This design comes from an exercise in tuning for small area, a short achievable clock period and few clock cycles on the open sky130 flow, not from production work. At most, simulation tests tie the RTL to the original design; equivalence was not proved. No functional check of the RTL was part of run 1. Power and IR drop assume default switching activity.

==> flow/design.v, too long to show whole: its modules and the start of the top module <==
// module ssev_engine: 2232 lines
// module ssev_add23: 7 lines
// module ssev_sub: 7 lines
// module ssev_fa: 10 lines
// module ssev_ha: 9 lines
module ssev_engine (
    input  wire         clk,
    input  wire         rst,
    input  wire         cmd_valid,
    output wire         cmd_ready,
    input  wire [31:0]  cmd_word,
    input  wire [15:0]  cmd_width,
    input  wire [15:0]  cmd_height,
    input  wire         px_valid,
    output wire         px_ready,
    input  wire [127:0] px_src,
    input  wire [127:0] px_ref,
    output wire         res_valid,
    input  wire         res_ready,
    output wire [63:0]  res_sse,
    output wire [31:0]  res_sum,
    output wire [31:0]  res_var,
    output wire         res_err,
    output wire [2:0]   res_code
);
  // ...
==> flow/flow/run.sh <==
#!/bin/bash
set -e
export BUFFER_PORTS_ARGS="-buffer_cell sky130_fd_sc_hd__buf_1"
export SETUP_SLACK_MARGIN=21
export CTS_ARGS="-sink_clustering_enable -repair_clock_nets -dont_use_dummy_load -sink_clustering_size 32 -sink_clustering_max_diameter 90"
bash standard.sh > standard.log 2>&1
==> flow/standard.sh <==
#!/bin/bash
# synth_recipe.tcl (not shown) runs the flow's synth.tcl, then flattens the netlist and writes it again
# the make line also repeats each setting of config.mk as NAME=value (left out here)
make -C /OpenROAD-flow-scripts/flow DESIGN_CONFIG=/design/flow/config.mk WORK_HOME=/design/flow/orfs CLKGATE_MAP_FILE= SYNTH_SCRIPT=/design/flow/synth_recipe.tcl "${@:-finish}"
==> flow/config.mk <==
export PLATFORM = sky130hd
export DESIGN_NAME = ssev_engine
export DESIGN_NICKNAME = ssev_engine
export VERILOG_FILES = /design/flow/design.v
export SDC_FILE = /design/flow/constraint.sdc
export NUM_CORES = 4
export LEC_CHECK = 0
export CAP_MARGIN = 20
export CORE_MARGIN = 2
export CORE_UTILIZATION = 55
export SLEW_MARGIN = 20
export SYNTH_HIERARCHICAL = 1
export SYNTH_MINIMUM_KEEP_SIZE = 0
==> flow/constraint.sdc <==
create_clock -name core_clock -period 28.0 [get_ports {clk}]
set_input_delay 5.6000 -clock core_clock [delete_from_list [all_inputs] [get_ports {clk}]]
set_output_delay 5.6000 -clock core_clock [all_outputs]
set_load 0.01 [all_outputs]
==> flow_summary.ini, run 1 <==
[run_status]
status = timing/DRC/antenna clean

[global_route]
grt_use_met3_pct = 6.73

[place]
place.gp.congestion = 0.987
dpl_cell_area_sq_um = 55200

[cells_and_area]
antenna_cells = 0
fin_area_sq_um = 56000
multi_input_comb_cells = 4017
layout-drive-gt1-share_pct = 2.89
seq_area_share_pct = 21.2
fillers = 8379
nNetsFinal = 6948
layout_common_cells = fa_1, and2_1, buf_1

[worst_setup_path]
cp_top_family = flip-flops
cp_num_buf_inv = 2
r2r_cells = 11
worstSetupPathType = reg -> out
r2r_end = acc1[10]$_DFF_P_

[synthesis]
synth_top_family_by_area = adder cells
ys_types = 98
synth_compound_area_share_pct = 9.22

[detailed_routing]
drt-wirelength-per-cell_um = 23.2
wl_met1_um = 65800
drtAntennaViolNets = 0

[hold_path]
hp-start = acc_e[3]$_DFFE_PP_
min_path_cells = 0
whs_endpoint = r_e[3]$_DFFE_PP_
hold_path_class = reg -> reg

[power]
netSwitchingFraction_pct = 42.3
ir_worst_vdd_mv = 0.0609
seq-power_mw = 1.08
switchingPower_mw = 1.50
top_power_group = combinational cells
seqPwrFrac_pct = 30.4

[clocking]
cts_resized = 8
cts_hold_buf = 0
clk_pin_slew_ps = 100
cts_buffers = 30
post_cts_buffers = 2

[floorplan]
die_height_um = 313
nWellTaps = 1265
fp-row-count = 113
die_w_um = 313

[sta]
tns_ps = 0
max_freq_mhz = 143
==> run 2, diff against run 1 <==
--- a/flow/design.v
+++ b/flow/design.v
@@ -218,25 +218,28 @@
     end
     always @(posedge clk) begin
         a_first <= act_first;
         a_last  <= act_last;
         a_code  <= act_code;
         a_var   <= act_var;
         a_e     <= act_e;
     end
-    reg  [47:0] acc0;           
-    reg  [47:0] acc1;
+    reg  [19:0] acc0;           
+    reg  [19:0] acc1;
+    reg  [2:0]  acc_k0;         
+    reg  [2:0]  acc_k1;
+    reg  [27:0] acc_hi;         
     reg  [22:0] acc_sum;
     reg         acc_done;
     reg  [1:0]  acc_code;
     reg         acc_var;
     reg  [3:0]  acc_e;
-    wire [47:0] acc0_in    = a_clr ? 48'd0 : acc0;
-    wire [47:0] acc1_in    = a_clr ? 48'd0 : acc1;
+    wire [19:0] acc0_in    = a_clr ? 20'd0 : acc0;
+    wire [19:0] acc1_in    = a_clr ? 20'd0 : acc1;
     wire [22:0] acc_sum_in = a_clr ? 23'd0 : acc_sum;
     wire qs_1, qs_2;
     ssev_fa uqs_1 (.a((a_d0[0] & a_d0[5])), .b((a_d0[1] & a_d0[4])), .c((a_d0[2] & a_d0[3])), .s(qs_1), .co(qs_2));
     wire qs_3, qs_4;
     ssev_ha uqs_3 (.a(a_d0[3]), .b((a_d1[0] & a_d1[5])), .s(qs_3), .co(qs_4));
     wire qs_5, qs_6;
     ssev_fa uqs_5 (.a((a_d0[0] & a_d0[7])), .b((a_d0[1] & a_d0[6])), .c((a_d0[2] & a_d0[5])), .s(qs_5), .co(qs_6));
     wire qs_7, qs_8;
@@ -1643,169 +1646,59 @@
     ssev_fa uqs_1407 (.a(qs_1358), .b(qs_1360), .c(qs_1361), .s(qs_1407), .co(qs_1408));
     wire qs_1409, qs_1410;
     ssev_fa uqs_1409 (.a(qs_1362), .b(qs_1364), .c(qs_1365), .s(qs_1409), .co(qs_1410));
     wire qs_1411, qs_1412;
     ssev_fa uqs_1411 (.a(qs_1366), .b(qs_1368), .c(qs_1369), .s(qs_1411), .co(qs_1412));
     wire qs_1413, qs_1414;
     ssev_fa uqs_1413 (.a(qs_1370), .b(qs_1372), .c(qs_1373), .s(qs_1413), .co(qs_1414));
     wire qs_1415, qs_1416;
-    ssev_fa uqs_1415 (.a(qs_1374), .b(acc0_in[20]), .c(acc1_in[20]), .s(qs_1415), .co(qs_1416));
+    ssev_ha uqs_1415 (.a(qs_1375), .b(acc0_in[0]), .s(qs_1415), .co(qs_1416));
     wire qs_1417, qs_1418;
-    ssev_ha uqs_1417 (.a(acc0_in[21]), .b(acc1_in[21]), .s(qs_1417), .co(qs_1418));
+    ssev_fa uqs_1417 (.a(qs_1376), .b(qs_1377), .c(acc1_in[1]), .s(qs_1417), .co(qs_1418));
     wire qs_1419, qs_1420;
-    ssev_ha uqs_1419 (.a(acc0_in[22]), .b(acc1_in[22]), .s(qs_1419), .co(qs_1420));
+    ssev_fa uqs_1419 (.a(qs_1378), .b(qs_1379), .c(qs_1307), .s(qs_1419), .co(qs_1420));
     wire qs_1421, qs_1422;
-    ssev_ha uqs_1421 (.a(acc0_in[23]), .b(acc1_in[23]), .s(qs_1421), .co(qs_1422));
+    ssev_fa uqs_1421 (.a(qs_1380), .b(qs_1381), .c(qs_1311), .s(qs_1421), .co(qs_1422));
     wire qs_1423, qs_1424;
-    ssev_ha uqs_1423 (.a(acc0_in[24]), .b(acc1_in[24]), .s(qs_1423), .co(qs_1424));
+    ssev_fa uqs_1423 (.a(qs_1382), .b(qs_1383), .c(qs_1315), .s(qs_1423), .co(qs_1424));
     wire qs_1425, qs_1426;
-    ssev_ha uqs_1425 (.a(acc0_in[25]), .b(acc1_in[25]), .s(qs_1425), .co(qs_1426));
+    ssev_fa uqs_1425 (.a(qs_1384), .b(qs_1385), .c(qs_1319), .s(qs_1425), .co(qs_1426));
     wire qs_1427, qs_1428;
-    ssev_ha uqs_1427 (.a(acc0_in[26]), .b(acc1_in[26]), .s(qs_1427), .co(qs_1428));
+    ssev_fa uqs_1427 (.a(qs_1386), .b(qs_1387), .c(qs_1323), .s(qs_1427), .co(qs_1428));
     wire qs_1429, qs_1430;
-    ssev_ha uqs_1429 (.a(acc0_in[27]), .b(acc1_in[27]), .s(qs_1429), .co(qs_1430));
+    ssev_fa uqs_1429 (.a(qs_1388), .b(qs_1389), .c(qs_1327), .s(qs_1429), .co(qs_1430));
     wire qs_1431, qs_1432;
-    ssev_ha uqs_1431 (.a(acc0_in[28]), .b(acc1_in[28]), .s(qs_1431), .co(qs_1432));
+    ssev_fa uqs_1431 (.a(qs_1390), .b(qs_1391), .c(qs_1331), .s(qs_1431), .co(qs_1432));
     wire qs_1433, qs_1434;
-    ssev_ha uqs_1433 (.a(acc0_in[29]), .b(acc1_in[29]), .s(qs_1433), .co(qs_1434));
+    ssev_fa uqs_1433 (.a(qs_1392), .b(qs_1393), .c(qs_1335), .s(qs_1433), .co(qs_1434));
     wire qs_1435, qs_1436;
-    ssev_ha uqs_1435 (.a(acc0_in[30]), .b(acc1_in[30]), .s(qs_1435), .co(qs_1436));
+    ssev_fa uqs_1435 (.a(qs_1394), .b(qs_1395), .c(qs_1339), .s(qs_1435), .co(qs_1436));
     wire qs_1437, qs_1438;
-    ssev_ha uqs_1437 (.a(acc0_in[31]), .b(acc1_in[31]), .s(qs_1437), .co(qs_1438));
+    ssev_fa uqs_1437 (.a(qs_1396), .b(qs_1397), .c(qs_1343), .s(qs_1437), .co(qs_1438));
     wire qs_1439, qs_1440;
-    ssev_ha uqs_1439 (.a(acc0_in[32]), .b(acc1_in[32]), .s(qs_1439), .co(qs_1440));
+    ssev_fa uqs_1439 (.a(qs_1398), .b(qs_1399), .c(qs_1347), .s(qs_1439), .co(qs_1440));
     wire qs_1441, qs_1442;
-    ssev_ha uqs_1441 (.a(acc0_in[33]), .b(acc1_in[33]), .s(qs_1441), .co(qs_1442));
+    ssev_fa uqs_1441 (.a(qs_1400), .b(qs_1401), .c(qs_1351), .s(qs_1441), .co(qs_1442));
     wire qs_1443, qs_1444;
-    ssev_ha uqs_1443 (.a(acc0_in[34]), .b(acc1_in[34]), .s(qs_1443), .co(qs_1444));
+    ssev_fa uqs_1443 (.a(qs_1402), .b(qs_1403), .c(qs_1355), .s(qs_1443), .co(qs_1444));
     wire qs_1445, qs_1446;
-    ssev_ha uqs_1445 (.a(acc0_in[35]), .b(acc1_in[35]), .s(qs_1445), .co(qs_1446));
+    ssev_fa uqs_1445 (.a(qs_1404), .b(qs_1405), .c(qs_1359), .s(qs_1445), .co(qs_1446));
     wire qs_1447, qs_1448;
-    ssev_ha uqs_1447 (.a(acc0_in[36]), .b(acc1_in[36]), .s(qs_1447), .co(qs_1448));
+    ssev_fa uqs_1447 (.a(qs_1406), .b(qs_1407), .c(qs_1363), .s(qs_1447), .co(qs_1448));
     wire qs_1449, qs_1450;
-    ssev_ha uqs_1449 (.a(acc0_in[37]), .b(acc1_in[37]), .s(qs_1449), .co(qs_1450));
+    ssev_fa uqs_1449 (.a(qs_1408), .b(qs_1409), .c(qs_1367), .s(qs_1449), .co(qs_1450));
     wire qs_1451, qs_1452;
-    ssev_ha uqs_1451 (.a(acc0_in[38]), .b(acc1_in[38]), .s(qs_1451), .co(qs_1452));
+    ssev_fa uqs_1451 (.a(qs_1410), .b(qs_1411), .c(qs_1371), .s(qs_1451), .co(qs_1452));
     wire qs_1453, qs_1454;
-    ssev_ha uqs_1453 (.a(acc0_in[39]), .b(acc1_in[39]), .s(qs_1453), .co(qs_1454));
+    ssev_fa uqs_1453 (.a(qs_1412), .b(qs_1413), .c(acc1_in[19]), .s(qs_1453), .co(qs_1454));
     wire qs_1455, qs_1456;
-    ssev_ha uqs_1455 (.a(acc0_in[40]), .b(acc1_in[40]), .s(qs_1455), .co(qs_1456));
-    wire qs_1457, qs_1458;
-    ssev_ha uqs_1457 (.a(acc0_in[41]), .b(acc1_in[41]), .s(qs_1457), .co(qs_1458));
-    wire qs_1459, qs_1460;
-    ssev_ha uqs_1459 (.a(acc0_in[42]), .b(acc1_in[42]), .s(qs_1459), .co(qs_1460));
-    wire qs_1461, qs_1462;
-    ssev_ha uqs_1461 (.a(acc0_in[43]), .b(acc1_in[43]), .s(qs_1461), .co(qs_1462));
-    wire qs_1463, qs_1464;
-    ssev_ha uqs_1463 (.a(acc0_in[44]), .b(acc1_in[44]), .s(qs_1463), .co(qs_1464));
-    wire qs_1465, qs_1466;
-    ssev_ha uqs_1465 (.a(acc0_in[45]), .b(acc1_in[45]), .s(qs_1465), .co(qs_1466));
-    wire qs_1467, qs_1468;
-    ssev_ha uqs_1467 (.a(acc0_in[46]), .b(acc1_in[46]), .s(qs_1467), .co(qs_1468));
-    wire qs_1469, qs_1470;
-    ssev_ha uqs_1469 (.a(acc0_in[47]), .b(acc1_in[47]), .s(qs_1469), .co(qs_1470));
-    wire qs_1471, qs_1472;
-    ssev_ha uqs_1471 (.a(qs_1375), .b(acc0_in[0]), .s(qs_1471), .co(qs_1472));
-    wire qs_1473, qs_1474;
-    ssev_fa uqs_1473 (.a(qs_1376), .b(qs_1377), .c(acc1_in[1]), .s(qs_1473), .co(qs_1474));
-    wire qs_1475, qs_1476;
-    ssev_fa uqs_1475 (.a(qs_1378), .b(qs_1379), .c(qs_1307), .s(qs_1475), .co(qs_1476));
-    wire qs_1477, qs_1478;
-    ssev_fa uqs_1477 (.a(qs_1380), .b(qs_1381), .c(qs_1311), .s(qs_1477), .co(qs_1478));
-    wire qs_1479, qs_1480;
-    ssev_fa uqs_1479 (.a(qs_1382), .b(qs_1383), .c(qs_1315), .s(qs_1479), .co(qs_1480));
-    wire qs_1481, qs_1482;
-    ssev_fa uqs_1481 (.a(qs_1384), .b(qs_1385), .c(qs_1319), .s(qs_1481), .co(qs_1482));
-    wire qs_1483, qs_1484;
-    ssev_fa uqs_1483 (.a(qs_1386), .b(qs_1387), .c(qs_1323), .s(qs_1483), .co(qs_1484));
-    wire qs_1485, qs_1486;
-    ssev_fa uqs_1485 (.a(qs_1388), .b(qs_1389), .c(qs_1327), .s(qs_1485), .co(qs_1486));
-    wire qs_1487, qs_1488;
-    ssev_fa uqs_1487 (.a(qs_1390), .b(qs_1391), .c(qs_1331), .s(qs_1487), .co(qs_1488));
-    wire qs_1489, qs_1490;
-    ssev_fa uqs_1489 (.a(qs_1392), .b(qs_1393), .c(qs_1335), .s(qs_1489), .co(qs_1490));
-    wire qs_1491, qs_1492;
-    ssev_fa uqs_1491 (.a(qs_1394), .b(qs_1395), .c(qs_1339), .s(qs_1491), .co(qs_1492));
-    wire qs_1493, qs_1494;
-    ssev_fa uqs_1493 (.a(qs_1396), .b(qs_1397), .c(qs_1343), .s(qs_1493), .co(qs_1494));
-    wire qs_1495, qs_1496;
-    ssev_fa uqs_1495 (.a(qs_1398), .b(qs_1399), .c(qs_1347), .s(qs_1495), .co(qs_1496));
-    wire qs_1497, qs_1498;
-    ssev_fa uqs_1497 (.a(qs_1400), .b(qs_1401), .c(qs_1351), .s(qs_1497), .co(qs_1498));
-    wire qs_1499, qs_1500;
-    ssev_fa uqs_1499 (.a(qs_1402), .b(qs_1403), .c(qs_1355), .s(qs_1499), .co(qs_1500));
-    wire qs_1501, qs_1502;
-    ssev_fa uqs_1501 (.a(qs_1404), .b(qs_1405), .c(qs_1359), .s(qs_1501), .co(qs_1502));
-    wire qs_1503, qs_1504;
-    ssev_fa uqs_1503 (.a(qs_1406), .b(qs_1407), .c(qs_1363), .s(qs_1503), .co(qs_1504));
-    wire qs_1505, qs_1506;
-    ssev_fa uqs_1505 (.a(qs_1408), .b(qs_1409), .c(qs_1367), .s(qs_1505), .co(qs_1506));
-    wire qs_1507, qs_1508;
-    ssev_fa uqs_1507 (.a(qs_1410), .b(qs_1411), .c(qs_1371), .s(qs_1507), .co(qs_1508));
-    wire qs_1509, qs_1510;
-    ssev_fa uqs_1509 (.a(qs_1412), .b(qs_1413), .c(acc1_in[19]), .s(qs_1509), .co(qs_1510));
-    wire qs_1511 = ~(qs_1414 ^ qs_1415);
-    wire qs_1512 = qs_1414 | qs_1415;
-    wire qs_1513 = ~(qs_1416 ^ qs_1417);
-    wire qs_1514 = qs_1416 | qs_1417;
-    wire qs_1515 = ~(qs_1418 ^ qs_1419);
-    wire qs_1516 = qs_1418 | qs_1419;
-    wire qs_1517 = ~(qs_1420 ^ qs_1421);
-    wire qs_1518 = qs_1420 | qs_1421;
-    wire qs_1519 = ~(qs_1422 ^ qs_1423);
-    wire qs_1520 = qs_1422 | qs_1423;
-    wire qs_1521 = ~(qs_1424 ^ qs_1425);
-    wire qs_1522 = qs_1424 | qs_1425;
-    wire qs_1523 = ~(qs_1426 ^ qs_1427);
-    wire qs_1524 = qs_1426 | qs_1427;
-    wire qs_1525 = ~(qs_1428 ^ qs_1429);
-    wire qs_1526 = qs_1428 | qs_1429;
-    wire qs_1527 = ~(qs_1430 ^ qs_1431);
-    wire qs_1528 = qs_1430 | qs_1431;
-    wire qs_1529 = ~(qs_1432 ^ qs_1433);
-    wire qs_1530 = qs_1432 | qs_1433;
-    wire qs_1531 = ~(qs_1434 ^ qs_1435);
-    wire qs_1532 = qs_1434 | qs_1435;
-    wire qs_1533 = ~(qs_1436 ^ qs_1437);
-    wire qs_1534 = qs_1436 | qs_1437;
-    wire qs_1535 = ~(qs_1438 ^ qs_1439);
-    wire qs_1536 = qs_1438 | qs_1439;
-    wire qs_1537 = ~(qs_1440 ^ qs_1441);
-    wire qs_1538 = qs_1440 | qs_1441;
-    wire qs_1539 = ~(qs_1442 ^ qs_1443);
-    wire qs_1540 = qs_1442 | qs_1443;
-    wire qs_1541 = ~(qs_1444 ^ qs_1445);
-    wire qs_1542 = qs_1444 | qs_1445;
-    wire qs_1543 = ~(qs_1446 ^ qs_1447);
-    wire qs_1544 = qs_1446 | qs_1447;
-    wire qs_1545 = ~(qs_1448 ^ qs_1449);
-    wire qs_1546 = qs_1448 | qs_1449;
-    wire qs_1547 = ~(qs_1450 ^ qs_1451);
-    wire qs_1548 = qs_1450 | qs_1451;
-    wire qs_1549 = ~(qs_1452 ^ qs_1453);
-    wire qs_1550 = qs_1452 | qs_1453;
-    wire qs_1551 = ~(qs_1454 ^ qs_1455);
-    wire qs_1552 = qs_1454 | qs_1455;
-    wire qs_1553 = ~(qs_1456 ^ qs_1457);
-    wire qs_1554 = qs_1456 | qs_1457;
-    wire qs_1555 = ~(qs_1458 ^ qs_1459);
-    wire qs_1556 = qs_1458 | qs_1459;
-    wire qs_1557 = ~(qs_1460 ^ qs_1461);
-    wire qs_1558 = qs_1460 | qs_1461;
-    wire qs_1559 = ~(qs_1462 ^ qs_1463);
-    wire qs_1560 = qs_1462 | qs_1463;
-    wire qs_1561 = ~(qs_1464 ^ qs_1465);
-    wire qs_1562 = qs_1464 | qs_1465;
-    wire qs_1563 = ~(qs_1466 ^ qs_1467);
-    wire qs_1564 = qs_1466 | qs_1467;
-    wire qs_1565 = ~(qs_1468 ^ qs_1469);
-    wire qs_1566 = qs_1468 | qs_1469;
-    wire [47:0] sse_r0 = {qs_1564, qs_1562, qs_1560, qs_1558, qs_1556, qs_1554, qs_1552, qs_1550, qs_1548, qs_1546, qs_1544, qs_1542, qs_1540, qs_1538, qs_1536, qs_1534, qs_1532, qs_1530, qs_1528, qs_1526, qs_1524, qs_1522, qs_1520, qs_1518, qs_1516, qs_1514, qs_1512, qs_1510, qs_1508, qs_1506, qs_1504, qs_1502, qs_1500, qs_1498, qs_1496, qs_1494, qs_1492, qs_1490, qs_1488, qs_1486, qs_1484, qs_1482, qs_1480, qs_1478, qs_1476, qs_1474, qs_1472, qs_1471};
-    wire [47:0] sse_r1 = {qs_1565, qs_1563, qs_1561, qs_1559, qs_1557, qs_1555, qs_1553, qs_1551, qs_1549, qs_1547, qs_1545, qs_1543, qs_1541, qs_1539, qs_1537, qs_1535, qs_1533, qs_1531, qs_1529, qs_1527, qs_1525, qs_1523, qs_1521, qs_1519, qs_1517, qs_1515, qs_1513, qs_1511, qs_1509, qs_1507, qs_1505, qs_1503, qs_1501, qs_1499, qs_1497, qs_1495, qs_1493, qs_1491, qs_1489, qs_1487, qs_1485, qs_1483, qs_1481, qs_1479, qs_1477, qs_1475, qs_1473, acc1_in[0]};
+    ssev_ha uqs_1455 (.a(qs_1414), .b(qs_1374), .s(qs_1455), .co(qs_1456));
+    wire [22:0] sse_r0 = {1'b0, qs_1456, qs_1454, qs_1452, qs_1450, qs_1448, qs_1446, qs_1444, qs_1442, qs_1440, qs_1438, qs_1436, qs_1434, qs_1432, qs_1430, qs_1428, qs_1426, qs_1424, qs_1422, qs_1420, qs_1418, qs_1416, qs_1415};
+    wire [22:0] sse_r1 = {1'b0, 1'b0, qs_1455, qs_1453, qs_1451, qs_1449, qs_1447, qs_1445, qs_1443, qs_1441, qs_1439, qs_1437, qs_1435, qs_1433, qs_1431, qs_1429, qs_1427, qs_1425, qs_1423, qs_1421, qs_1419, qs_1417, acc1_in[0]};
     wire qd_1, qd_2;
     ssev_fa uqd_1 (.a(a_d0[0]), .b(a_d1[0]), .c(a_d2[0]), .s(qd_1), .co(qd_2));
     wire qd_3, qd_4;
     ssev_fa uqd_3 (.a(a_d3[0]), .b(a_d4[0]), .c(a_d5[0]), .s(qd_3), .co(qd_4));
     wire qd_5, qd_6;
     ssev_fa uqd_5 (.a(a_d0[1]), .b(a_d1[1]), .c(a_d2[1]), .s(qd_5), .co(qd_6));
     wire qd_7, qd_8;
     ssev_fa uqd_7 (.a(a_d3[1]), .b(a_d4[1]), .c(a_d5[1]), .s(qd_7), .co(qd_8));
@@ -2098,17 +1991,19 @@
     wire qd_295 = ~acc_sum_in[21];
     wire qd_296 = acc_sum_in[21];
     wire qd_297 = ~acc_sum_in[22];
     wire qd_298 = acc_sum_in[22];
     wire [22:0] sum_r0 = {qd_296, qd_294, qd_292, qd_290, qd_288, qd_286, qd_284, qd_282, qd_280, qd_278, qd_276, qd_274, qd_272, qd_270, qd_268, qd_266, qd_264, qd_262, qd_260, qd_258, qd_256, qd_254, qd_253};
     wire [22:0] sum_r1 = {qd_297, qd_295, qd_293, qd_291, qd_289, qd_287, qd_285, qd_283, qd_281, qd_279, qd_277, qd_275, qd_273, qd_271, qd_269, qd_267, qd_265, qd_263, qd_261, qd_259, qd_257, qd_255, acc_sum_in[0]};
     wire [22:0] sum_next;
     ssev_add23 u_sumadd (.a(sum_r0), .b(sum_r1), .y(sum_next));
-    wire [47:0] acc_sse  = acc0 + acc1;
+    wire [27:0] hi_next  = acc_hi + {25'd0, acc_k0} + {25'd0, acc_k1} - 28'd1;
+    wire [20:0] lo_sum   = {1'b0, acc0} + {1'b0, acc1};
+    wire [47:0] acc_sse  = {hi_next + {27'd0, lo_sum[20]}, lo_sum[19:0]};
     reg         r_idle;
     reg         r_fin;
     reg         r_out;          
     reg  [47:0] r_sse;
     reg  [22:0] r_sum;          
     reg  [1:0]  r_code;
     reg         r_err;
     reg  [3:0]  r_e;
@@ -2166,18 +2061,21 @@
             c_e     <= p_e;
             c_hi    <= ld_hi;
             c_lo    <= ld_lo;
         end else begin
             c_hi    <= c_hi - {27'd0, c_dec};
         end
         c_first <= act_first & ~emit;
         c_dec   <= emit;
-        acc0    <= sse_r0;
-        acc1    <= sse_r1;
+        acc0    <= sse_r0[19:0];
+        acc1    <= sse_r1[19:0];
+        acc_k0  <= sse_r0[22:20];
+        acc_k1  <= sse_r1[22:20];
+        acc_hi  <= a_clr ? 28'd0 : hi_next;
         acc_sum <= sum_next;
         if (a_v & a_last) begin
             acc_code <= a_code;
             acc_var  <= a_var;
             acc_e    <= a_e;
         end
         if (hand) begin
             r_sse  <= acc_sse;
==> flow/flow/run.sh (replaced) <==
#!/bin/bash
set -e
export BUFFER_PORTS_ARGS="-buffer_cell sky130_fd_sc_hd__buf_1"
export SETUP_SLACK_MARGIN=21
export CTS_ARGS="-sink_clustering_enable -repair_clock_nets -dont_use_dummy_load -buf_list sky130_fd_sc_hd__clkbuf_8"
bash standard.sh > standard.log 2>&1
==> run 2 against run 1 <==
Sequential cell count is 25 lower. Worst hold slack worse by 13 ps. Clock power is 28% higher. Via count is 1.1% lower. Setup slack worse by 20 ps. Die area is 2.8% lower. First-iteration DRC count is 9.7% higher. Clock skew is 13 ps higher. Highest routed layer unchanged.
==> flow_summary.ini, run 2 <==
[run_status]
status = timing/DRC/antenna clean

[synthesis]
synthCells = 4882
yosys.cell_count.top_type = fa_1
synthesis.area_sq_um = 50900
ys.flop_type = dfxtp_1
async_reset_ff_share_pct = 0
avgSynthCellArea_sq_um = 10.4
synth_area_leaders = fa_1, dfxtp_1, edfxtp_1
netlist_top_cells_count = fa_1, and2_1, nand2_1
ys_types = 98
yosysTopAreaCellShare_pct = 33.6
synth_top_area_cell = fa_1
yosys_warnings = 7
synth_edf_count = 156
ys_ff_latch = 491
synth-seq-area-share_pct = 22.4

[sta]
worst_slew_pin_slew_ps = 1130
worst_slack_ps = 20970
post-route-period-util_pct = 25.1
worst_slew_margin_rel_pct = 24.5
finalSetupViolations = 0
hold_violations = 0
slew_violations = 0
rsz0062_at_grt = true
max_freq_mhz = 142
fin_skew_ps = 108
tns_ps = 0
period_minus_slack_ps = 7030

[clocking]
cts_max_level = 3
clk_pin_slew_ps = 60
insertion_delay_ps = 750
clock-sinks = 491
clock-root-buffer = clkbuf_8
cts_hold_buf = 0
clockBufferDepth = 3
cts_tree = yes
cts_buffers = 90

[power]
total_power_mw = 3.45
ir_worst_vdd_mv = 0.0611
p_leak_nw = 24.9
powerDensity_nw_per_um2 = 62.2

[flow_run]
drv_cap = 0

[cells_and_area]
top_register = r_sse
largest_register_ffs = 48
layout_common_cells = fa_1, and2_1, buf_1
area_delta_synth_final_pct = 8.73
nNetsFinal = 6826
final_common_cell = fa_1
fin_cells = 6543
fin_area_sq_um = 55400
reg_top3 = r_sse: 48 flops, p_n: 32 flops
layout-drive-gt1-share_pct = 5.45

[global_route]
grt_pass1_wl_um = 229000
grt-ovfl-total = 0
grt_pass1_vias = 38341
antenna_found_initial = 3
grt_max_degree = 71
grt_usage_pct = 32.6

[worst_setup_path]
cp_common_cell = buf_6
cp-end-kind = output port
cp.required_ps = 22400
crit_path_max_incr_delay_ps = 420
cp_cell_sequence = buf_6 > buf_6
startpoint_type = flip-flop
worstSetupPathType = reg -> out
crit_path_top_delay_cell = edfxtp_1
worst_ep_arrival_time_ps = 1430
crit_path_max_fanout = 6

[floorplan]
core_area_sq_um = 91700
initial_core_util_pct = 55.6
die_area_sq_um = 95100
fp-row-count = 111
die_w_um = 308
die_height_um = 308
pin_count = 460

[detailed_routing]
drc = 0
vias = 37852
wirelength_um = 154000
drt_iter0_drc = 3137
drt-wirelength-per-cell_um = 23.5
drt-pass1-iter-count = 7
via_per_inst = 5.79
drtAntennaViolNets = 0

[place]
hpwl_um = 126000
pre_cts_slack_ps = 20260
place.gp.congestion = 0.973
placed_cells = 6397
dpl_cell_area_sq_um = 53600
numPortBuffers = 441

[hold_path]
hold_path_class = reg -> reg
run 2: changes by cell type in the layout (fill, tap and decap cells not counted), moves of 17 or more:
cell       previous run  this run
nor2b_1             179       133
a22oi_1               6        28
buf_4                34        74
clkbuf_16            30         0
clkbuf_8              0        90
buf_1               440       409
inv_1               369       305
a21o_1               79        61
xor2_1               84       110
dfxtp_1             357       332
ha_1                340       291
clkbuf_2              1        18
run 2: through the flow:
stage | hold slack [ps] | utilization [%]
detailed placement | 405 | 58.5
floorplan | 400 | -
CTS | 413 | 60.3
finish | 410 | 60.4
global placement | 402 | 58.5
global route | 426 | 60.4
run 2: cells by family (layout without fill, tap and decap cells):
| kind of cell | count (synthesis) | after routing | synth area share, % |
|---|---|---|---|
| buffers and inverters | 475 | 929 | 3.80 |
| AO/OA/AOI/OAI | 716 | 716 | 9.12 |
| flip-flops | 491 | 491 | 22.4 |
| AND/OR/NAND/NOR | 1756 | 1756 | 18.6 |
| adder cells (fa/ha/maj) | 1146 | 1146 | 40.8 |
| other | 1 | 22 | 0.00736 |
| XOR/XNOR | 230 | 230 | 3.97 |
| multiplexers | 67 | 67 | 1.39 |
run 2: path summary, 6_finish.rpt:
| kind | start | slack, ps | depth (start not counted) | end |
|---|---|---|---|---|
| setup / recovery | r_sum[22]$_SDFFCE_PN0P_ | 20970 | 2 | res_sum[31] |
| hold / removal | acc0[0]$_DFF_P_ | 410 | 0 | r_sse[0]$_DFFE_PP_ |
| setup reg to reg | a_d0[0]$_DFF_P_ | 21540 | 11 | acc1[8]$_DFF_P_ |
| hold reg to reg | acc0[0]$_DFF_P_ | 410 | 0 | r_sse[0]$_DFFE_PP_ |
run 2: repair_timing:
action / 4_1_cts / 5_1_grt
resized for setup: 29 / 20
pin swaps: 0 / 0
buffers inserted: 41 / 11
endpoints found under the setup margin: 59 / 51
run 2: worst max-delay path: cells and delay by family, from the launching register on:
kind,cells,cell delay (ps)
flip-flops,1,420
buffers and inverters,2,290
run 2: area by class of cell:
cell class | instances | area [sq um]
flip-flops and latches | 491 | 11400
clock buffers | 90 | 1240
diodes | 4 | 10.0
repair buffers | 517 | 2340
inverters | 322 | 1210
fillers | 7962 | 36300
well taps | 1186 | 1480
multi-input cells | 3933 | 37700
run 2: per-module statistics from Yosys, one instance, submodules excluded:
module	area [sq um]	flops+latches	cells inside	times used
ssev_engine	26700	491	2998	1
ssev_add23	1250	0	171	1
ssev_sub	368	0	53	16
ssev_fa	20.0	0	1	832
ssev_ha	12.5	0	1	33
run 2: layer usage:
metal | global-route usage (%) | wire [um] | vias to the layer above
li1 | - | - | 17211
met1 | 43.3 | 64000 | 18807
met2 | 52.1 | 70500 | 1551
met3 | 8.47 | 14000 | 283
met4 | 11.3 | 5560 | 0
met5 | 0 | 0 | -
run 2: power breakdown:
| group | internal [mW] | switching [mW] |
|---|---|---|
| clock | 0.281 | 0.284 |
| combinational | 0.821 | 1.07 |
| sequential | 0.900 | 0.0909 |
Testbench counts of run 2, summed over its fixed seeds: cycles 46,547.
==> run 3, diff against run 2 <==
==> flow/flow/run.sh (replaced) <==
#!/bin/bash
set -e
export BUFFER_PORTS_ARGS="-buffer_cell sky130_fd_sc_hd__buf_1"
export SETUP_SLACK_MARGIN=21
export CTS_ARGS="-sink_clustering_enable -repair_clock_nets -dont_use_dummy_load"
bash standard.sh > standard.log 2>&1
==> run 3 against run 2 <==
Critical path type unchanged. Die area is the same. Utilization shrank 0.29 points. Sequential share of layout area grew 0.095 points. Critical endpoint is now px_ready. Final area shrank 0.48%. Setup slack gained 89 ps. Cell count shrank 1.3%.
==> flow_summary.ini, run 3 <==
[hold_path]
hold_path_class = reg -> reg

[worst_setup_path]
cp_cell_sequence = buf_1
worstSetupPathType = reg -> out
worst_ep_arrival_time_ps = 1340
cp_top_family = flip-flops
cp-end-kind = output port
crit_path_max_incr_delay_ps = 480
crit_path_top_delay_cell = dfxtp_2
cp_num_buf_inv = 1
cp.required_ps = 22400
crit_path_max_fanout = 12
startpoint_type = flip-flop

[cells_and_area]
nNetsFinal = 6745
top_register = r_sse
antenna_cells = 0
largest_register_ffs = 48
layout_common_cells = fa_1, and2_1, buf_1
layout-drive-gt1-share_pct = 3.40
fillers = 7951
area_delta_synth_final_pct = 8.21
final_common_cell = fa_1
reg_top3 = r_sse: 48 flops, p_n: 32 flops

[synthesis]
yosys_warnings = 7
avgSynthCellArea_sq_um = 10.4
synthCells = 4882
synth_area_leaders = fa_1, dfxtp_1, edfxtp_1
synthesis.area_sq_um = 50900
ys_ff_latch = 491
ys.flop_type = dfxtp_1
synth_top_area_cell = fa_1
yosys.cell_count.top_type = fa_1
netlist_top_cells_count = fa_1, and2_1, nand2_1
async_reset_ff_share_pct = 0
synth_edf_count = 156
synth-seq-area-share_pct = 22.4
ys_types = 98
yosysTopAreaCellShare_pct = 33.6

[power]
ir_worst_vdd_mv = 0.0496
p_leak_nw = 24.6
powerDensity_nw_per_um2 = 64.1

[place]
hpwl_um = 126000
place.gp.congestion = 0.973
numPortBuffers = 441

[clocking]
cts_max_level = 2
clockBufferDepth = 3
clk_pin_slew_ps = 60
clock-sinks = 491
cts_tree = yes
insertion_delay_ps = 660
cts_buffers = 59
clock-root-buffer = clkbuf_16

[floorplan]
pin_count = 460
die_area_sq_um = 95100
core_area_sq_um = 91700
fp-row-count = 111
die_w_um = 308
initial_core_util_pct = 55.6
die_height_um = 308

[detailed_routing]
wirelength_um = 153000
drtAntennaViolNets = 0
vias = 37492
drt-wirelength-per-cell_um = 23.7
drc = 0
via_per_inst = 5.81
drt_iter0_drc = 3110
drt-pass1-iter-count = 6

[global_route]
grt_usage_pct = 32.4
grt_pass1_wl_um = 228000
grt_max_degree = 71
grt_pass1_vias = 37934
grt-ovfl-total = 0
antenna_found_initial = 2

[sta]
post-route-period-util_pct = 24.8
finalSetupViolations = 0
tns_ps = 0
period_minus_slack_ps = 6940
whs_ps = 417
slew_violations = 0
fin_skew_ps = 72.6
rsz0062_at_grt = false
worst_slew_pin_slew_ps = 1120
max_freq_mhz = 144
hold_violations = 0
worst_slew_margin_rel_pct = 25.5

[run_status]
status = timing/DRC/antenna clean

[flow_run]
drv_cap = 0
-- run 3: report_power, final --
group	switching [mW]	total, mW	leakage, nW	internal, mW
Sequential	0.0914	0.991	4.19	0.900
Clock	0.288	0.652	0.727	0.365
Combinational	1.07	1.89	19.6	0.821
-- run 3: cell type report --
class	instances	area [sq um]	area share, %
flip-flops and latches	491	11400	20.7
clock buffers	59	1480	2.68
inverters	322	1210	2.20
repair buffers	467	1850	3.36
multi-input cells	3933	37700	68.4
well taps	1186	1480	2.69
-- run 3: what timing repair did --
action / in CTS / in global routing
resized for setup: 2 / 0
cloned: 0 / 0
endpoints found under the hold margin: 0 / 0
setup buffers: 1 / 1
setup endpoints to repair: 20 / 10
hold buffers: 0 / 0
-- run 3: worst paths after layout --
| check | start | to | slack (ps) | depth (start not counted) |
|---|---|---|---|---|
| setup / recovery | px_rdy$_SDFF_PP0_ | px_ready | 21060 | 1 |
| hold / removal | a_e[1]$_DFFE_PP_ | acc_e[1]$_DFFE_PP_ | 420 | 0 |
| setup reg to reg | a_d0[0]$_DFF_P_ | acc1[8]$_DFF_P_ | 21540 | 11 |
| hold reg to reg | a_e[1]$_DFFE_PP_ | acc_e[1]$_DFFE_PP_ | 420 | 0 |
-- run 3: cell families (layout without fill, tap and decap cells) --
group                      count (synthesis)  in the layout  synth area share (%)
buffers and inverters                    475            848                  3.80
AOI/OAI and AO/OA                        716            716                  9.12
and+or+nand+nor                         1756           1756                  18.6
adders and majority gates               1146           1146                  40.8
DFF                                      491            491                  22.4
other                                      1             18               0.00736
xor gates and xnor gates                 230            230                  3.97
muxes                                     67             67                  1.39
-- run 3: per-layer routing --
layer	GRT usage [%]	part of all wire, %
met1	43.7	42
met2	51.8	46
met3	7.58	8.9
met4	10.7	3.4
met5	0	0.0085
-- run 3: modules after synthesis (local to each module, per instance) --
module | cells | flip-flops and latches | copies in the design
ssev_ha | 1 | 0 | 33
ssev_add23 | 171 | 0 | 1
ssev_sub | 53 | 0 | 16
ssev_fa | 1 | 0 | 832
ssev_engine | 2998 | 491 | 1
-- run 3: per-stage QoR --
step	instances	setup WS, ps	util (%)	power, mW	cell area [sq um]
after floorplan	4899	20930	-	2.41	51000
after global placement	6397	20350	58.5	2.86	53600
after detailed placement	6397	20260	58.5	2.88	53600
after CTS	6457	21000	60.1	3.54	55100
after global routing	6458	21000	60.1	3.83	55100
final	6458	21060	60.1	3.53	55100

==> port drivers added, routing unchanged <==
Ports are ideal in the flow. The routed layouts listed here were re-timed in OpenROAD. Step 1 assumes that a clkbuf_16 drives the clock port and a buf_2 every other input. Step 2 times the ports against the registers' clock, not the clock port: input delays grow and output delays shrink by t, the midpoint of the rising clock arrivals with the driver on. Three values: ideal, step 1, step 2; two values: the first two.
run	t (ns)	setup WS [ns]	worst setup path after step 2	latest minus earliest clock arrival (ns)	worst register clock-pin slew, ns
run 1	0.698	20.993 / 20.923 / 20.645	input to register	0.097 / 0.097	0.12 / 0.12
run 2	0.766	20.973 / 20.901 / 20.486	input to register	0.111 / 0.112	0.06 / 0.06
run 3	0.699	21.062 / 20.990 / 20.470	input to register	0.073 / 0.073	0.06 / 0.06
After both steps every run listed still meets setup and hold. For run 3, which loses most, drivers alone change the setup slack by -0.072 ns; drivers and shift together by -0.592 ns.
